This design comes from an exercise in tuning for small area, a short achievable clock period and few clock cycles on the open sky130 flow, not from production work.
In this exercise RTL edits were held to simulation tests only and were not proved equivalent to the original.

==> inputs of job 5870 <==
## bq_encoder
module bq_encoder (
    input  wire        clk,
    input  wire        rst,           
    input  wire        start,
    output wire        start_ready,
    input  wire [3:0]  cfg_w,         
    input  wire [3:0]  cfg_h,         
    input  wire [3:0]  cfg_d,         
    input  wire [3:0]  cfg_c,         
    input  wire        pix_valid,
    output wire        pix_ready,
    input  wire [23:0] pix_data,
    output reg         res_valid,
    output reg  [7:0]  res_data,
    output reg         done,
    output reg  [7:0]  base_y,
    output reg  [7:0]  max_delta,
    output reg  [3:0]  rbn,
    output reg  [2:0]  shift,
    output reg  [7:0]  avg_cr,
    output reg  [7:0]  avg_cb,
    output reg  [6:0]  csize
);
Settings: LEC_CHECK=0, CAP_MARGIN=20, CORE_MARGIN=2, CORE_UTILIZATION=40, SLEW_MARGIN=20; clock period 33.0 ns.
run.sh (not shown) runs the stock make flow with config.mk's settings and CLKGATE_MAP_FILE= SYNTH_SCRIPT=/design/flow/synth_recipe.tcl, a recipe that flattens the netlist after the stock synthesis.
==> inputs of job 1094, as changes to job 5870 <==
==> flow/design.v (replaced) <==
module bq_encoder (
    input  wire        clk,
    input  wire        rst,           
    input  wire        start,
    output wire        start_ready,
    input  wire [3:0]  cfg_w,         
    input  wire [3:0]  cfg_h,         
    input  wire [3:0]  cfg_d,         
    input  wire [3:0]  cfg_c,         
    input  wire        pix_valid,
    output wire        pix_ready,
    input  wire [23:0] pix_data,
    output reg         res_valid,
    output reg  [7:0]  res_data,
    output reg         done,
    output reg  [7:0]  base_y,
    output reg  [7:0]  max_delta,
    output reg  [3:0]  rbn,
    output reg  [2:0]  shift,
    output reg  [7:0]  avg_cr,
    output reg  [7:0]  avg_cb,
    output reg  [6:0]  csize
);
    localparam Q = 3;           
    reg        rs;
    reg        in_active;       
    reg        start_ready_r, pix_ready_r;
    reg  [2:0] wm1, hm1;        
    reg  [2:0] col, row;        
    reg  [3:0] d_in, c_in;      
    reg  [3:0] d_blk, c_blk;    
    assign start_ready = start_ready_r;
    assign pix_ready   = pix_ready_r;
    wire st_acc   = start & start_ready_r;
    wire px_acc   = pix_valid & pix_ready_r;
    wire is_first = (col == 3'd0) & (row == 3'd0);
    wire is_last  = (col == wm1) & (row == hm1);
    reg [23:0] p0;  reg v0, f0, l0;
    reg [7:0]  y1;  reg [8:0] tr1, tb1;  reg v1, f1, l1;
    reg        cons;            
    reg  [6:0]  cnt;
    reg  [7:0]  min_y, max_y;
    reg  [13:0] sum_cr, sum_cb;
    reg  [7:0]  ybuf [0:63];
    reg  [5:0]  wptr, rptr;
    reg  [6:0]  occ;            
    reg  [6:0]  rdy;            
    reg  [16:0] dq [0:Q-1];
    reg  [1:0]  dq_wp, dq_rp;
    reg  [2:0]  dq_n;
    reg  [6:0]  div_n;
    reg  [3:0]  div_cnt;
    reg  [5:0]  rem_cr, rem_cb;
    reg  [7:0]  dlo_cr, dlo_cb;
    wire rd_en = (rdy != 7'd0);
    wire [2:0] col_inc = (col == wm1) ? 3'd0 : col + 3'd1;
    wire [2:0] row_inc = (col == wm1) ? row + 3'd1 : row;
    wire       last_after_acc = (col_inc == wm1) & (row_inc == hm1);
    wire       last_after_st  = (cfg_w == 4'd1) & (cfg_h == 4'd1);
    wire [6:0] rdy_n   = rdy - {6'd0, rd_en} + (cons ? cnt : 7'd0);
    wire [6:0] occ_n0  = occ - {6'd0, rd_en};
    wire [6:0] occ_n1  = occ_n0 + 7'd1;
    wire       cons_n  = v1 & l1;
    wire       s1l_n   = v0 & l0;
    wire       n2_n    = (cnt != 7'd0);         
    wire       e0 = (rdy_n >= 7'd1);
    wire       e1 = (rdy_n >= 7'd2) | cons_n;
    wire       e2 = (rdy_n >= 7'd3) | s1l_n | (cons_n & n2_n);
    wire [1:0] g  = {1'b0, e0} + {1'b0, e1} + {1'b0, e2};
    wire [6:0] lim = 7'd63 + {5'd0, g};
    wire       occ_ok0 = (occ_n0 <= lim);
    wire       occ_ok1 = (occ_n1 <= lim);
    wire       last_ok = ~(v0 & l0) & ~(v1 & l1) & ~cons &
                         (div_cnt <= 4'd4) & (dq_n < Q);
    wire pr_st = occ_ok0 & (~last_after_st | last_ok);
    wire pr_px = ~is_last & occ_ok1 & (~last_after_acc | last_ok);
    wire pr_no = in_active & occ_ok0 & (~is_last | last_ok);
    always @(posedge clk) begin
        rs            <= rst;
        start_ready_r <= ~rst & (rs | (st_acc ? 1'b0 : (px_acc & is_last) ? 1'b1 : start_ready_r));
        pix_ready_r   <= ~rst & ~rs & (st_acc ? pr_st : px_acc ? pr_px : pr_no);
        if (rs)
            in_active <= 1'b0;
        else if (st_acc)
            in_active <= 1'b1;
        else if (px_acc & is_last)
            in_active <= 1'b0;
        if (start_ready_r) begin
            wm1  <= cfg_w[2:0] - 3'd1;
            hm1  <= cfg_h[2:0] - 3'd1;
            col  <= 3'd0;
            row  <= 3'd0;
            d_in <= cfg_d;
            c_in <= cfg_c;
        end else if (px_acc) begin
            col <= col_inc;
            row <= row_inc;
        end
        if (pix_ready_r & is_last) begin
            d_blk <= d_in;
            c_blk <= c_in;
        end
    end
    wire [25:0] pr = p0[23:16], pg = p0[15:8], pb = p0[7:0];
    wire [25:0] y_acc = (pr<<16)+(pr<<13)+(pr<<12)+(pr<<9)+(pr<<5)+(pr<<3)+(pr<<2)+pr
                      + (pg<<17)+(pg<<14)+(pg<<12)+(pg<<11)+(pg<<8)+(pg<<4)+(pg<<2)+(pg<<1)
                      + (pb<<14)+(pb<<13)+(pb<<12)+(pb<<10)+(pb<<7)+(pb<<5)+(pb<<4)+(pb<<3)+(pb<<2)
                      + 26'd256;
    wire [7:0]  y0 = y_acc[25:18];
    always @(posedge clk) begin
        p0  <= pix_data;
        f0  <= is_first;
        l0  <= is_last;
        y1  <= y0;
        tr1 <= {1'b0, p0[23:16]} + {1'b0, ~y0} + 9'd1;
        tb1 <= {1'b0, p0[7:0]}   + {1'b0, ~y0} + 9'd1;
        f1  <= f0;
        l1  <= l0;
        v0  <= px_acc & ~rs;
        if (rs) begin
            v1   <= 1'b0;
            cons <= 1'b0;
        end else begin
            v1   <= v0;
            cons <= v1 & l1;
        end
    end
    wire [21:0] TR = {13'd0, tr1}, TB = {13'd0, tb1};
    wire [21:0] cr_num = (TR<<12)+(TR<<10)+(TR<<9)+(TR<<7)+(TR<<6)+(TR<<4)+TR + 22'd3747584;
    wire [21:0] cb_num = (TB<<12)+(TB<<9)+(TB<<3)+(TB<<2)+TB + 22'd4059904;
    wire [7:0]  cr = cr_num[20:13];
    wire [7:0]  cb = cb_num[20:13];
    always @(posedge clk) begin
        if (v1) begin
            ybuf[wptr] <= y1;
            if (f1 | (y1 < min_y)) min_y <= y1;
            if (f1 | (y1 > max_y)) max_y <= y1;
            sum_cr <= (f1 ? 14'd0 : sum_cr) + {6'd0, cr};
            sum_cb <= (f1 ? 14'd0 : sum_cb) + {6'd0, cb};
        end
        if (rs | cons)
            cnt <= 7'd0;
        else if (v1)
            cnt <= cnt + 7'd1;
    end
    wire [7:0] delta = max_y - min_y;
    reg  [3:0] rbn_c;
    integer k;
    always @(*) begin
        rbn_c = 4'd0;
        for (k = 0; k < 8; k = k + 1)
            if (delta > (8'd1 << k))
                rbn_c = k[3:0] + 4'd1;
    end
    wire [3:0] shift_c = (rbn_c > d_blk) ? (rbn_c - d_blk) : 4'd0;
    wire [9:0] nd      = cnt * d_blk;
    wire [6:0] csize_c = (delta != 8'd0) ? (7'd4 + nd[9:3] + {6'd0, (nd[2:0] != 3'd0)}) : 7'd4;
    wire [6:0] rem2_cr = {rem_cr, dlo_cr[7]};
    wire [6:0] rem2_cb = {rem_cb, dlo_cb[7]};
    wire       ge_cr   = (rem2_cr >= div_n);
    wire       ge_cb   = (rem2_cb >= div_n);
    wire [6:0] sub_cr  = rem2_cr - div_n;
    wire [6:0] sub_cb  = rem2_cb - div_n;
    always @(posedge clk) begin
        if (cons) begin
            base_y    <= min_y;
            max_delta <= delta;
            rbn       <= rbn_c;
            shift     <= shift_c[2:0];
            csize     <= csize_c;
            div_n     <= cnt;
            rem_cr    <= sum_cr[13:8];
            rem_cb    <= sum_cb[13:8];
            dlo_cr    <= sum_cr[7:0];
            dlo_cb    <= sum_cb[7:0];
            avg_cr    <= 8'd0;
            avg_cb    <= 8'd0;
        end else if (div_cnt != 4'd0) begin
            rem_cr <= ge_cr ? sub_cr[5:0] : rem2_cr[5:0];
            rem_cb <= ge_cb ? sub_cb[5:0] : rem2_cb[5:0];
            dlo_cr <= {dlo_cr[6:0], 1'b0};
            dlo_cb <= {dlo_cb[6:0], 1'b0};
            avg_cr <= {avg_cr[6:0], ge_cr};
            avg_cb <= {avg_cb[6:0], ge_cb};
        end
        done <= ~rst & ~rs & (div_cnt == 4'd1);
        if (rs)
            div_cnt <= 4'd0;
        else if (cons)
            div_cnt <= c_blk;
        else if (div_cnt != 4'd0)
            div_cnt <= div_cnt - 4'd1;
    end
    wire [16:0] head     = dq[dq_rp];
    wire [7:0]  rd_y     = ybuf[rptr];
    wire [7:0]  rd_d     = rd_y - head[16:9];
    wire        blk_end  = (rptr == head[5:0]);
    wire        dq_pop   = rd_en & blk_end;
    always @(posedge clk) begin
        res_data  <= rd_d >> head[8:6];
        res_valid <= ~rst & ~rs & rd_en;
        if (cons)
            dq[dq_wp] <= {min_y, shift_c[2:0], wptr - 6'd1};
        if (rs) begin
            wptr  <= 6'd0;
            rptr  <= 6'd0;
            occ   <= 7'd0;
            rdy   <= 7'd0;
            dq_wp <= 2'd0;
            dq_rp <= 2'd0;
            dq_n  <= 3'd0;
        end else begin
            if (v1) wptr <= wptr + 6'd1;
            if (rd_en) rptr <= rptr + 6'd1;
            occ <= px_acc ? occ_n1 : occ_n0;
            rdy <= rdy_n;
            if (cons) dq_wp <= (dq_wp == Q - 1) ? 2'd0 : dq_wp + 2'd1;
            if (dq_pop) dq_rp <= (dq_rp == Q - 1) ? 2'd0 : dq_rp + 2'd1;
            dq_n <= dq_n + {2'd0, cons} - {2'd0, dq_pop};
        end
    end
endmodule
==> flow/flow/run.sh (new file) <==
#!/bin/bash
# The standard layout, with stronger port buffers than buffer_ports picks by
# default (it picks a slow delay cell when timing has slack to spare).
set -euo pipefail
export BUFFER_PORTS_ARGS="-buffer_cell sky130_fd_sc_hd__buf_4"
bash standard.sh > standard.log 2>&1
==> flow/standard.sh (new file) <==
#!/bin/bash
# synth_recipe.tcl (not shown) runs the flow's synth.tcl, then flattens the netlist and writes it again
# the make line also repeats each setting of config.mk as NAME=value (left out here)
make -C /OpenROAD-flow-scripts/flow DESIGN_CONFIG=/design/flow/config.mk WORK_HOME=/design/flow/orfs CLKGATE_MAP_FILE= SYNTH_SCRIPT=/design/flow/synth_recipe.tcl "${@:-finish}"
==> flow/config.mk (replaced) <==
export PLATFORM = sky130hd
export DESIGN_NAME = bq_encoder
export DESIGN_NICKNAME = bq_encoder
export VERILOG_FILES = /design/flow/design.v
export SDC_FILE = /design/flow/constraint.sdc
export NUM_CORES = 4
export LEC_CHECK = 0
export CAP_MARGIN = 20
export CORE_MARGIN = 2
export CORE_UTILIZATION = 60
export CTS_CLUSTER_DIAMETER = 80
export CTS_CLUSTER_SIZE = 30
export PLACE_DENSITY = 0.7
export SLEW_MARGIN = 20
removed: flow/run.sh
==> notes <==
- Global-route usage: job 5870 is lower than job 1094 (6.9 points).
- Of job 1094 and job 5870, job 5870 has the higher routed wire length (gap 7.3%, measured against job 5870).
- Of job 1094 and job 5870, job 5870 has the higher final cell count (gap about 13%, measured against job 5870).
- Fmax: job 5870 is smaller than job 1094 (about 6%).
- Of job 5870 and job 1094, job 5870 has the higher die area (gap 51%, measured against job 1094).
- Clock-buffer cell count: job 5870 is higher than job 1094 (67).
- Between job 5870 and job 1094, the lower core utilization is in job 5870 (gap 19 points).
- Between job 1094 and job 5870, the lower sequential share of layout area is in job 5870 (gap 3.2 points).
- Via count: job 1094 is smaller than job 5870 (about 1.8%).
- Between job 1094 and job 5870, the lower first-iteration DRC count is in job 5870 (gap 33%, measured against job 5870).
==> figures <==
Htree depth: job 1094 2; job 5870 3
CP bufs+invs: job 1094 1; job 5870 3
Seq_cells: job 1094 839; job 5870 836
Status: job 1094 complete, no violations; job 5870 complete, no violations
End point of the critical path: job 1094 pix_ready; job 5870 occ[6]
Met1 Wirelength: job 1094 37,000 um; job 5870 43,400 um
Cells after synthesis: job 1094 2,974; job 5870 3,034
Routed length on met3: job 1094 5180 um; job 5870 3900 um
Area of all placed cells without fillers: job 1094 0.0460 mm^2; job 5870 0.0489 mm^2
Die outline area: job 1094 0.0737 mm^2; job 5870 0.111 mm^2
Cell type of the slowest stage on the worst timing path: job 1094 dfxtp_1; job 5870 clkdlybuf4s50_1
Layout Area Growth over Synthesis: job 1094 7.19%; job 5870 12.8%
Detail-routed net length per standard cell: job 1094 21.4 um; job 5870 20.1 um
Worst endpoint required time: job 1094 26,400 ps; job 5870 33,570 ps
Nets: job 1094 3,567; job 5870 3,687
Total global routing track utilization: job 1094 23.9%; job 5870 17.0%
Final critical delay including setup and external delays: job 1094 7880 ps; job 5870 8360 ps
Fraction of final layout cells sized beyond drive strength 1: job 1094 12.8%; job 5870 11.3%
Nets in the synthesized netlist: job 1094 3,490; job 5870 3,557
Initial antenna violation count: job 1094 1; job 5870 0
Register-to-Register Setup Slack: job 1094 25,500 ps; job 5870 25,380 ps
Testbench counts of job 5870, summed over its fixed seeds: cycles 10,665.
Testbench counts of job 1094, summed over its fixed seeds: cycles 10,665.

## re-timing with driven ports
The results above use ideal ports. As a check the final layouts listed here were re-extracted and re-timed, cells and wires unchanged.
Step 1 sets driving cells, clkbuf_16 on the clock port and buf_2 on the other inputs (assumed; they add their load-dependent delay and slew).
Step 2 times the ports against the registers' clock, not the clock port: input delays grow and output delays shrink by t, the midpoint of the rising clock arrivals with the driver on.
Three values: no drivers, after step 1, after step 2; two values: the first two.
run | t, ns | setup slack, ns | worst setup path after step 2 | slew at the worst register clock pin (ns) | pins driven straight from the clock port
job 5870 | 0.698 | 24.637 / 24.665 / 23.967 | input to register | 0.07 / 0.07 | 1
job 1094 | 0.670 | 25.119 / 25.052 / 24.701 | input to register | 0.12 / 0.12 | 1
After both steps every run listed still meets setup and hold. The setup slack of job 5870, which loses most, moves by +0.028 ns with the drivers and by -0.670 ns with both steps.
